This is an optimization exercise on Yosys and OpenROAD, whose aim is small area, a short achievable clock period and few clock cycles per item, not a production implementation.
In this exercise RTL edits were held to simulation tests only and were not proved equivalent to the original.
Power is estimated from default activity; no workload was simulated.

## config.mk

```make
export PLATFORM = sky130hd
export DESIGN_NAME = rtp_h264_depkt32
export DESIGN_NICKNAME = rtp_h264_depkt32
export VERILOG_FILES = /design/flow/design.v
export SDC_FILE = /design/flow/constraint.sdc
export NUM_CORES = 4
export LEC_CHECK = 0
export CAP_MARGIN = 20
export CORE_MARGIN = 2
export CORE_UTILIZATION = 40
export SLEW_MARGIN = 20
```

## constraint.sdc

```tcl
create_clock -name core_clock -period 7.0 [get_ports {clk}]
set_input_delay 1.4000 -clock core_clock [delete_from_list [all_inputs] [get_ports {clk}]]
set_output_delay 1.4000 -clock core_clock [all_outputs]
set_load 0.01 [all_outputs]
```

## design.v

```verilog
module depkt_core (
    input  wire       clk,
    input  wire       rst,
    input  wire       cfg_strict_f,
    input  wire       cfg_zero_byte,
    input  wire       in_valid,
    output wire       in_ready,
    input  wire [7:0] in_data,
    input  wire       in_last,
    output reg        out_valid,
    input  wire       out_ready,
    output reg  [7:0] out_data,
    output reg        res_valid,
    output reg  [2:0] res_cause,
    output reg  [4:0] res_flags,
    input  wire       res_ready
);
    localparam [2:0] C_OK         = 3'd0;
    localparam [2:0] C_SHORT      = 3'd1;
    localparam [2:0] C_FBIT       = 3'd2;
    localparam [2:0] C_TRUNC_DON  = 3'd3;
    localparam [2:0] C_TRUNC_SIZE = 3'd4;
    localparam [2:0] C_TRUNC_EXTRA= 3'd5;
    localparam [2:0] C_ZERO_SIZE  = 3'd6;
    localparam [2:0] C_TRUNC_UNIT = 3'd7;
    localparam [3:0] S_IDLE    = 4'd0;    
    localparam [3:0] S_SINGLE  = 4'd1;    
    localparam [3:0] S_FU_HDR  = 4'd2;    
    localparam [3:0] S_FU_DON  = 4'd3;    
    localparam [3:0] S_FU_DATA = 4'd4;    
    localparam [3:0] S_AG_DON  = 4'd5;    
    localparam [3:0] S_AG_SZ0  = 4'd6;    
    localparam [3:0] S_AG_SZ1  = 4'd7;    
    localparam [3:0] S_AG_EXT  = 4'd8;    
    localparam [3:0] S_AG_UNIT = 4'd9;    
    localparam [3:0] S_DRAIN   = 4'd10;   
    localparam [3:0] S_RES     = 4'd11;   
    reg  [3:0]  state;
    reg  [1:0]  pos;         
    reg  [7:5]  hdr0;        
    reg         fu_b;        
    reg  [2:0]  xtra;        
    reg         dcnt;        
    reg  [2:0]  xcnt;        
    reg  [7:0]  sz_hi;       
    reg  [15:0] size;        
    reg  [15:0] remain;      
    reg         ufirst;      
    reg         ufbit;       
    reg  [2:0]  err;         
    reg  [4:0]  sflags;      
    reg  [2:0]  pre_idx;     
    reg  [2:0]  rcause;      
    reg  [4:0]  rflags;
    function [4:0] classify(input [7:0] h);
        case (h[4:0])
            5'd1: classify = 5'b01000;    
            5'd5: classify = 5'b10000;    
            5'd6: classify = 5'b00100;    
            5'd7: classify = 5'b00001;    
            5'd8: classify = 5'b00010;    
            default: classify = 5'b00000;
        endcase
    endfunction
    function zero_byte_applies(input [7:0] h, input zb);
        zero_byte_applies = zb && (h[4:0] == 5'd6 || h[4:0] == 5'd7 || h[4:0] == 5'd8);
    endfunction
    wire [4:0] t0 = in_data[4:0];
    wire       can_emit = !out_valid || out_ready;
    wire [7:0] fu_hdr = {hdr0[7:5], in_data[4:0]};
    reg       need_pre;
    reg [2:0] pre_len;
    always @(*) begin
        need_pre = 1'b0;
        pre_len  = 3'd3;
        case (state)
            S_IDLE: if (t0 >= 5'd1 && t0 <= 5'd23) begin
                need_pre = 1'b1;
                pre_len  = zero_byte_applies(in_data, cfg_zero_byte) ? 3'd4 : 3'd3;
            end
            S_FU_HDR: if (in_data[7]) begin
                need_pre = 1'b1;
                pre_len  = 3'd3;
            end
            S_AG_UNIT: if (ufirst) begin
                need_pre = 1'b1;
                pre_len  = zero_byte_applies(in_data, cfg_zero_byte) ? 3'd4 : 3'd3;
            end
            default: ;
        endcase
    end
    wire pre_busy = in_valid && need_pre && (pre_idx != pre_len);
    reg emit_byte;
    always @(*) begin
        case (state)
            S_IDLE:    emit_byte = need_pre;
            S_SINGLE:  emit_byte = 1'b1;
            S_FU_HDR:  emit_byte = in_data[7];
            S_FU_DATA: emit_byte = 1'b1;
            S_AG_UNIT: emit_byte = 1'b1;
            default:   emit_byte = 1'b0;
        endcase
    end
    assign in_ready = (state != S_RES) && !pre_busy && (!emit_byte || can_emit);
    wire take = in_valid && in_ready;
    reg [2:0] end_cause;
    always @(*) begin
        end_cause = C_OK;
        case (state)
            S_FU_DON:  end_cause = dcnt ? C_OK : C_TRUNC_DON;
            S_AG_SZ0:  end_cause = C_TRUNC_SIZE;
            S_AG_SZ1:  end_cause = (xtra != 3'd0) ? C_TRUNC_EXTRA :
                                   ({sz_hi, in_data} == 16'd0) ? C_ZERO_SIZE : C_TRUNC_UNIT;
            S_AG_EXT:  end_cause = (xcnt != xtra - 3'd1) ? C_TRUNC_EXTRA :
                                   (size == 16'd0) ? C_ZERO_SIZE : C_TRUNC_UNIT;
            S_AG_UNIT: end_cause = (remain != 16'd1) ? C_TRUNC_UNIT :
                                   (ufirst ? (cfg_strict_f && in_data[7]) : ufbit) ? C_FBIT : C_OK;
            default:   end_cause = err;
        endcase
        if (state == S_IDLE || pos < 2'd2)
            end_cause = C_SHORT;
        else if (cfg_strict_f && hdr0[7])
            end_cause = C_FBIT;
    end
    reg [4:0] flags_now;
    always @(*) begin
        flags_now = sflags;
        if (state == S_AG_UNIT && ufirst)
            flags_now = sflags | classify(in_data);
    end
    always @(posedge clk) begin
        if (rst) begin
            state     <= S_IDLE;
            out_valid <= 1'b0;
            res_valid <= 1'b0;
            pre_idx   <= 3'd0;
        end else begin
            res_valid <= 1'b0;
            if (out_ready)
                out_valid <= 1'b0;
            if (pre_busy && can_emit) begin
                out_valid <= 1'b1;
                out_data  <= (pre_idx == pre_len - 3'd1) ? 8'h01 : 8'h00;
                pre_idx   <= pre_idx + 3'd1;
            end
            if (take) begin
                pre_idx <= 3'd0;
                if (emit_byte) begin
                    out_valid <= 1'b1;
                    out_data  <= (state == S_FU_HDR) ? fu_hdr : in_data;
                end
                if (pos != 2'd3)
                    pos <= pos + 2'd1;
                case (state)
                    S_IDLE: begin
                        hdr0   <= in_data[7:5];
                        pos    <= 2'd1;
                        err    <= C_OK;
                        sflags <= 5'd0;
                        fu_b   <= (t0 == 5'd29);
                        dcnt   <= 1'b0;
                        xtra   <= (t0 == 5'd26) ? 3'd3 : (t0 == 5'd27) ? 3'd4 : 3'd0;
                        if (t0 >= 5'd1 && t0 <= 5'd23) begin
                            sflags <= classify(in_data);
                            state  <= S_SINGLE;
                        end else if (t0 == 5'd24)
                            state <= S_AG_SZ0;
                        else if (t0 >= 5'd25 && t0 <= 5'd27)
                            state <= S_AG_DON;
                        else if (t0 == 5'd28 || t0 == 5'd29)
                            state <= S_FU_HDR;
                        else
                            state <= S_DRAIN;      
                    end
                    S_FU_HDR: begin
                        if (in_data[7])
                            sflags <= classify(fu_hdr);
                        state <= fu_b ? S_FU_DON : S_FU_DATA;
                    end
                    S_FU_DON: begin
                        dcnt <= 1'b1;
                        if (dcnt)
                            state <= S_FU_DATA;
                    end
                    S_AG_DON: begin
                        dcnt <= 1'b1;
                        if (dcnt)
                            state <= S_AG_SZ0;
                    end
                    S_AG_SZ0: begin
                        sz_hi <= in_data;
                        state <= S_AG_SZ1;
                    end
                    S_AG_SZ1: begin
                        size   <= {sz_hi, in_data};
                        remain <= {sz_hi, in_data};
                        ufirst <= 1'b1;
                        xcnt   <= 3'd0;
                        if (xtra != 3'd0)
                            state <= S_AG_EXT;
                        else if ({sz_hi, in_data} == 16'd0) begin
                            err   <= C_ZERO_SIZE;
                            state <= S_DRAIN;
                        end else
                            state <= S_AG_UNIT;
                    end
                    S_AG_EXT: begin
                        xcnt <= xcnt + 3'd1;
                        if (xcnt == xtra - 3'd1) begin
                            if (size == 16'd0) begin
                                err   <= C_ZERO_SIZE;
                                state <= S_DRAIN;
                            end else
                                state <= S_AG_UNIT;
                        end
                    end
                    S_AG_UNIT: begin
                        sflags <= flags_now;
                        ufirst <= 1'b0;
                        if (ufirst)
                            ufbit <= cfg_strict_f && in_data[7];
                        remain <= remain - 16'd1;
                        if (remain == 16'd1) begin
                            if (ufirst ? (cfg_strict_f && in_data[7]) : ufbit) begin
                                err   <= C_FBIT;
                                state <= S_DRAIN;
                            end else
                                state <= S_AG_SZ0;
                        end
                    end
                    default: ;
                endcase
                if (in_last) begin
                    rcause <= end_cause;
                    rflags <= (end_cause == C_OK) ? flags_now : 5'd0;
                    state  <= S_RES;
                end
            end
            if (state == S_RES && can_emit && res_ready) begin
                res_valid <= 1'b1;
                res_cause <= rcause;
                res_flags <= rflags;
                state     <= S_IDLE;
            end
        end
    end
endmodule
module rtp_h264_depkt32 (
    input  wire        clk,
    input  wire        rst,
    input  wire        cfg_strict_f,
    input  wire        cfg_zero_byte,
    input  wire        in_valid,
    output wire        in_ready,
    input  wire [31:0] in_data,
    input  wire [2:0]  in_cnt,
    input  wire        in_last,
    output reg         out_valid,
    input  wire        out_ready,
    output reg  [31:0] out_data,
    output reg  [2:0]  out_cnt,
    output reg         res_valid,
    output reg  [2:0]  res_cause,
    output reg  [4:0]  res_flags
);
    reg        bv;           
    reg [31:0] bdata;
    reg [2:0]  bcnt;
    reg        blast;
    reg        bstrict;      
    reg        bzero;
    reg [1:0]  bidx;         
    wire       c_in_ready;
    wire       c_in_valid = bv;
    wire [7:0] c_in_data  = bdata[8*bidx +: 8];
    wire       bfinal     = ({1'b0, bidx} == bcnt - 3'd1);    
    wire       c_in_last  = blast && bfinal;
    wire       c_take     = c_in_valid && c_in_ready;
    assign in_ready = !bv || (c_take && bfinal);
    always @(posedge clk) begin
        if (rst) begin
            bv <= 1'b0;
        end else begin
            if (in_valid && in_ready) begin
                bv      <= 1'b1;
                bdata   <= in_data;
                bcnt    <= in_cnt;
                blast   <= in_last;
                bstrict <= cfg_strict_f;
                bzero   <= cfg_zero_byte;
                bidx    <= 2'd0;
            end else if (c_take) begin
                if (bfinal)
                    bv <= 1'b0;
                else
                    bidx <= bidx + 2'd1;
            end
        end
    end
    wire       c_out_valid;
    wire       c_out_ready;
    wire [7:0] c_out_data;
    wire       c_res_valid;
    wire [2:0] c_res_cause;
    wire [4:0] c_res_flags;
    reg        res_pend;     
    depkt_core core (
        .clk(clk), .rst(rst),
        .cfg_strict_f(bstrict), .cfg_zero_byte(bzero),
        .in_valid(c_in_valid), .in_ready(c_in_ready), .in_data(c_in_data), .in_last(c_in_last),
        .out_valid(c_out_valid), .out_ready(c_out_ready), .out_data(c_out_data),
        .res_valid(c_res_valid), .res_cause(c_res_cause), .res_flags(c_res_flags),
        .res_ready(!res_pend)
    );
    reg [31:0] acc;
    reg [2:0]  acc_n;
    reg [2:0]  pend_cause;
    reg [4:0]  pend_flags;
    wire out_free = !out_valid || out_ready;
    wire flush    = (acc_n == 3'd4) || (res_pend && acc_n != 3'd0);
    wire do_flush = flush && out_free;
    assign c_out_ready = !res_pend && (acc_n != 3'd4 || out_free);
    wire c_out_take = c_out_valid && c_out_ready;
    always @(posedge clk) begin
        if (rst) begin
            out_valid <= 1'b0;
            res_valid <= 1'b0;
            res_pend  <= 1'b0;
            acc_n     <= 3'd0;
        end else begin
            res_valid <= 1'b0;
            if (out_ready)
                out_valid <= 1'b0;
            if (do_flush) begin
                out_valid <= 1'b1;
                out_data  <= acc;
                out_cnt   <= acc_n;
            end
            if (c_out_take) begin
                if (do_flush) begin
                    acc[7:0] <= c_out_data;
                    acc_n    <= 3'd1;
                end else begin
                    acc[8*acc_n[1:0] +: 8] <= c_out_data;
                    acc_n <= acc_n + 3'd1;
                end
            end else if (do_flush)
                acc_n <= 3'd0;
            if (c_res_valid) begin
                res_pend   <= 1'b1;
                pend_cause <= c_res_cause;
                pend_flags <= c_res_flags;
            end
            if (res_pend && acc_n == 3'd0 && out_free) begin
                res_valid <= 1'b1;
                res_cause <= pend_cause;
                res_flags <= pend_flags;
                res_pend  <= 1'b0;
            end
        end
    end
endmodule
```

## run.sh

```bash
#!/bin/bash
# synth_recipe.tcl (not shown) runs the flow's synth.tcl, then flattens the netlist and writes it again
# the make line also repeats each setting of config.mk as NAME=value (left out here)
make -C /OpenROAD-flow-scripts/flow DESIGN_CONFIG=/design/flow/config.mk WORK_HOME=/design/flow/orfs CLKGATE_MAP_FILE= SYNTH_SCRIPT=/design/flow/synth_recipe.tcl finish
```

==> impl_metrics.env <==
export IMPL_crit_arrival_ns=4.41
export IMPL_clkTransAtPathRegs_ns=0.06
export IMPL_cp_cell_sequence="mux4_1 > or3_1 > o211ai_1 > a31oi_1 > a311o_2 > o21ai_4 > clkdlybuf4s50_1"
export IMPL_gr_usage_all_layers_pct=15.9
export IMPL_worst_setup_path_endpoint="in_ready"
export IMPL_post_cts_setup_buffers=0
export IMPL_tightestPinTransition_ns=0.950
export IMPL_postSynthRegisterBits=224
export IMPL_core_area_mm2=0.0235
export IMPL_grt_remaining_overflow=0
export IMPL_h_tree_depth=1
export IMPL_synth_seq_area_share_pct=68.8
export IMPL_run_status="complete, no violations"
export IMPL_setup_violations_final=0
export IMPL_end_kind="output port"
export IMPL_synth_warnings=2
export IMPL_worstReg2RegStart="bidx[0]$_SDFFCE_PP0P_"
export IMPL_synth_async_sr_flop_share_pct=0
export IMPL_cts_hold_buffers=0
export IMPL_critical_path_reg2reg_endpoint="core.remain[2]$_DFFE_PP_"
export IMPL_postSynth_topFlopCell="sky130_fd_sc_hd__edfxtp_1"
export IMPL_die_height_um=158
export IMPL_cts_repair_resized=0
export IMPL_cts_tree="done"
export IMPL_cts_root_buffer="sky130_fd_sc_hd__clkbuf_16"
export IMPL_worstSetupPathType="flop to output port"
export IMPL_edff_count_synth=208
export IMPL_syn_avg_cell_area_um2=13.6
export IMPL_clock_sinks=224
export IMPL_grt_max_degree=39
export IMPL_grt_pass1_wl_um=31300
export IMPL_timing_critical_path_slowest_cell_delay_ns=0.86
export IMPL_power_density_relative_to_cell_area_mw_per_mm2=282
export IMPL_grt_pass1_vias=5894
export IMPL_place_inst=1089
export IMPL_final_routed_wirelength_across_all_metal_layers_um=19600
export IMPL_clock_insertion_delay_worst_skew_ns=0.52
export IMPL_startpoint_class="flop"
export IMPL_layout_drive_gt1_share_pct=8.33
export IMPL_dp_slack_ns=1.71
export IMPL_synthToLayoutAreaGrowth_pct=21.0
export IMPL_hold_viol=0
export IMPL_synth_top_cell_by_area="sky130_fd_sc_hd__edfxtp_1"
export IMPL_ioPinCount=88
export IMPL_worstHoldPathType="flop to flop"
export IMPL_dp_final_hpwl_um=13900
export IMPL_maximum_root_to_sink_buffer_count=3
export IMPL_wire_per_inst_um=17.2
export IMPL_antenna_violations_before_repair=0
export IMPL_ir_worst_vdd_uv=148
export IMPL_diodes=0
export IMPL_r2r_worst_path_cells=7
export IMPL_totalNegativeSetupSlack_ns=0
export IMPL_grt_setup_unrepaired="no"
export IMPL_crit_path_max_fanout=13
export IMPL_drtPass1Iterations=5
export IMPL_cts_inserted_buffers=25
export IMPL_maxCapViolations=0
export IMPL_antenna_left=0
export IMPL_fin_hold_ws_ns=0.417
export IMPL_synth_nets=756
export IMPL_num_fill_cells=2053
export IMPL_synthesis_instances=703
export IMPL_worstSetupStartpoint="bidx[0]$_SDFFCE_PP0P_"
export IMPL_final_period_minus_worst_setup_slack_ns=5.81
export IMPL_initial_utilization_pct=40.7
export IMPL_synth_largest_type_area_fraction_pct=65.4
export IMPL_static_leakage_power_uw=0.00397
export IMPL_floorplan_rows=56
export IMPL_synth_top_cells_by_area="sky130_fd_sc_hd__edfxtp_1 (65%), sky130_fd_sc_hd__dfxtp_1 (3.4%), sky130_fd_sc_hd__o21ai_0 (2.9%)"
export IMPL_cp_required_ns=5.60
export IMPL_clock_tree_skew_after_final_layout_ns=0.0196
export IMPL_vias=5928
export IMPL_minimum_setup_slack_among_reg_to_reg_paths_ns=2.24
export IMPL_dieWidth_um=158
export IMPL_finalNonFillerCells=1135
export IMPL_total_of_buffers_placed_on_input_and_output_ports=87
export IMPL_fp_dieArea_mm2=0.0251
export IMPL_place_congestion=0.895
export IMPL_clock_fmax_mhz=172
export IMPL_synth_top_cells_by_count="sky130_fd_sc_hd__edfxtp_1 (208), sky130_fd_sc_hd__nand2_1 (73), sky130_fd_sc_hd__o21ai_0 (56), sky130_fd_sc_hd__inv_1 (47), sky130_fd_sc_hd__nor2_1 (44)"
export IMPL_cp_max_stage_cell="sky130_fd_sc_hd__mux4_1"
export IMPL_report_final_slew_viol_count=0
export IMPL_detailedRoute_firstIterationViolations=310
export IMPL_postLayoutSetupSlackWorst_ns=1.19
export IMPL_post_route_drc_count=0
export IMPL_num_nets_final=850
export IMPL_relSlewSlack_pct=36.2
export IMPL_post_synthesis_cell_area_mm2=0.00955
export IMPL_avgViaCountPerCell=5.22
export IMPL_count_of_cell_types_in_the_netlist=70
export IMPL_synthMostInstantiatedCell="sky130_fd_sc_hd__edfxtp_1"
export IMPL_min_period_over_period_pct=83.1
[state kept, by name, indices dropped and copies added (netlist names), 4 cells and up]
register        count
acc                32
bdata              32
core.out_data       8
core.remain        16
core.res_flags      5
core.rflags         5
core.sflags         5
core.size          16
core.state          4
core.sz_hi          8
out_data           32
pend_flags          5
res_flags           5
[metal layers]
layer | part of all wire, % | wire [um] | up-vias | global-route usage, %
met4 | 3.1 | 598 | 0 | 5.75
li1 | - | - | 2828 | -
met1 | 44 | 8640 | 2832 | 21.7
met2 | 46 | 8990 | 223 | 25.7
met3 | 6.8 | 1330 | 45 | 2.94
met5 | 0 | 0 | - | 0
[power breakdown]
part | internal (uW) | total (uW) | switching [uW]
clock network | 736 | 1250 | 517
logic | 158 | 377 | 219
registers | 1550 | 1630 | 75.5
[logic make-up after synthesis]
| kind of cell | share of synthesized area (%) |
|---|---|
| xor gates and xnor gates | 2.02 |
| DFF | 68.8 |
| muxes | 3.83 |
| AOI/OAI and AO/OA | 9.10 |
| buffers and inverters | 3.09 |
| adders and majority gates | 1.44 |
| and+or+nand+nor | 11.7 |
[worst max-delay path, delay by kind of cell (launching register included)]
kind                   cells  cell delay, ns
buffers and inverters      1            0.57
AO/OA/AOI/OAI              4            1.33
flip-flops                 1            0.69
AND/OR/NAND/NOR            1            0.45
multiplexers               1            0.86
[per-stage QoR]
step	total power [uW]	instance area, um^2	util (%)
after floorplan	1900	9550	-
after global placement	2010	10800	45.8
after detailed placement	2030	10800	45.8
after CTS	3280	11500	49.2
after global routing	3390	11600	49.2
final	3260	11600	49.2
[layout make-up]
cell class / instances / area [um^2] / area share [%]
sequential: 224 / 6570 / 56.8
inverter: 48 / 180 / 1.56
timing repair buffer: 92 / 908 / 7.86
multi-input combinational: 406 / 2710 / 23.4
tap: 319 / 399 / 3.46
clock buffer: 31 / 648 / 5.61
clock inverter: 15 / 141 / 1.22
[placed cells by master (no fill, tap or decap), types with 11 or more instances in the layout]
cell type / instances
sky130_fd_sc_hd__mux2i_1: 14
sky130_fd_sc_hd__o21ai_0: 56
sky130_fd_sc_hd__dfxtp_1: 16
sky130_fd_sc_hd__xor2_1: 11
sky130_fd_sc_hd__nor2_1: 43
sky130_fd_sc_hd__nor3_1: 17
sky130_fd_sc_hd__edfxtp_1: 208
sky130_fd_sc_hd__ha_1: 11
sky130_fd_sc_hd__inv_1: 47
sky130_fd_sc_hd__nand2_1: 73
sky130_fd_sc_hd__xnor2_1: 11
sky130_fd_sc_hd__clkdlybuf4s50_1: 87
sky130_fd_sc_hd__a21oi_1: 24
sky130_fd_sc_hd__clkbuf_16: 25
[worst min-delay path by stage]
stage / startpoint / end / slack (ns) / depth (start not counted)
finish: core.rcause[0]$_DFFE_PP_ / core.res_cause[0]$_DFFE_PP_ / 0.42 / 0
floorplan: core.rcause[0]$_DFFE_PP_ / core.res_cause[0]$_DFFE_PP_ / 0.40 / 0
global route: core.rcause[2]$_DFFE_PP_ / core.res_cause[2]$_DFFE_PP_ / 0.43 / 0
detailed placement: core.rcause[0]$_DFFE_PP_ / core.res_cause[0]$_DFFE_PP_ / 0.40 / 0
global placement: core.rcause[0]$_DFFE_PP_ / core.res_cause[0]$_DFFE_PP_ / 0.41 / 0
CTS: core.res_cause[1]$_DFFE_PP_ / pend_cause[1]$_DFFE_PP_ / 0.42 / 0
Testbench counts, summed over its fixed seeds: cycles 184,424, in bytes 177,094.

[port drivers added, routing unchanged]
In the flow no input, the clock included, has a driving cell. The finished layout below was timed again as built, in two steps. Step 1 assumes that a clkbuf_16 drives the clock port and a buf_2 every other input. Step 2 times the ports against the registers' clock, not the clock port: input delays grow and output delays shrink by t, the midpoint of the rising clock arrivals with the driver on. Three values: no drivers, after step 1, after step 2; two values: the first two.
shift t [ns]: 0.554
slack for setup (ns): 1.185 / 1.140 / 1.614
hold slack, ns: 0.417 / 0.417 / 0.417
latest minus earliest clock arrival (ns): 0.020 / 0.020
After both steps setup and hold are still met in this run. For this run, drivers alone change the setup slack by -0.045 ns; drivers and shift together by +0.429 ns.
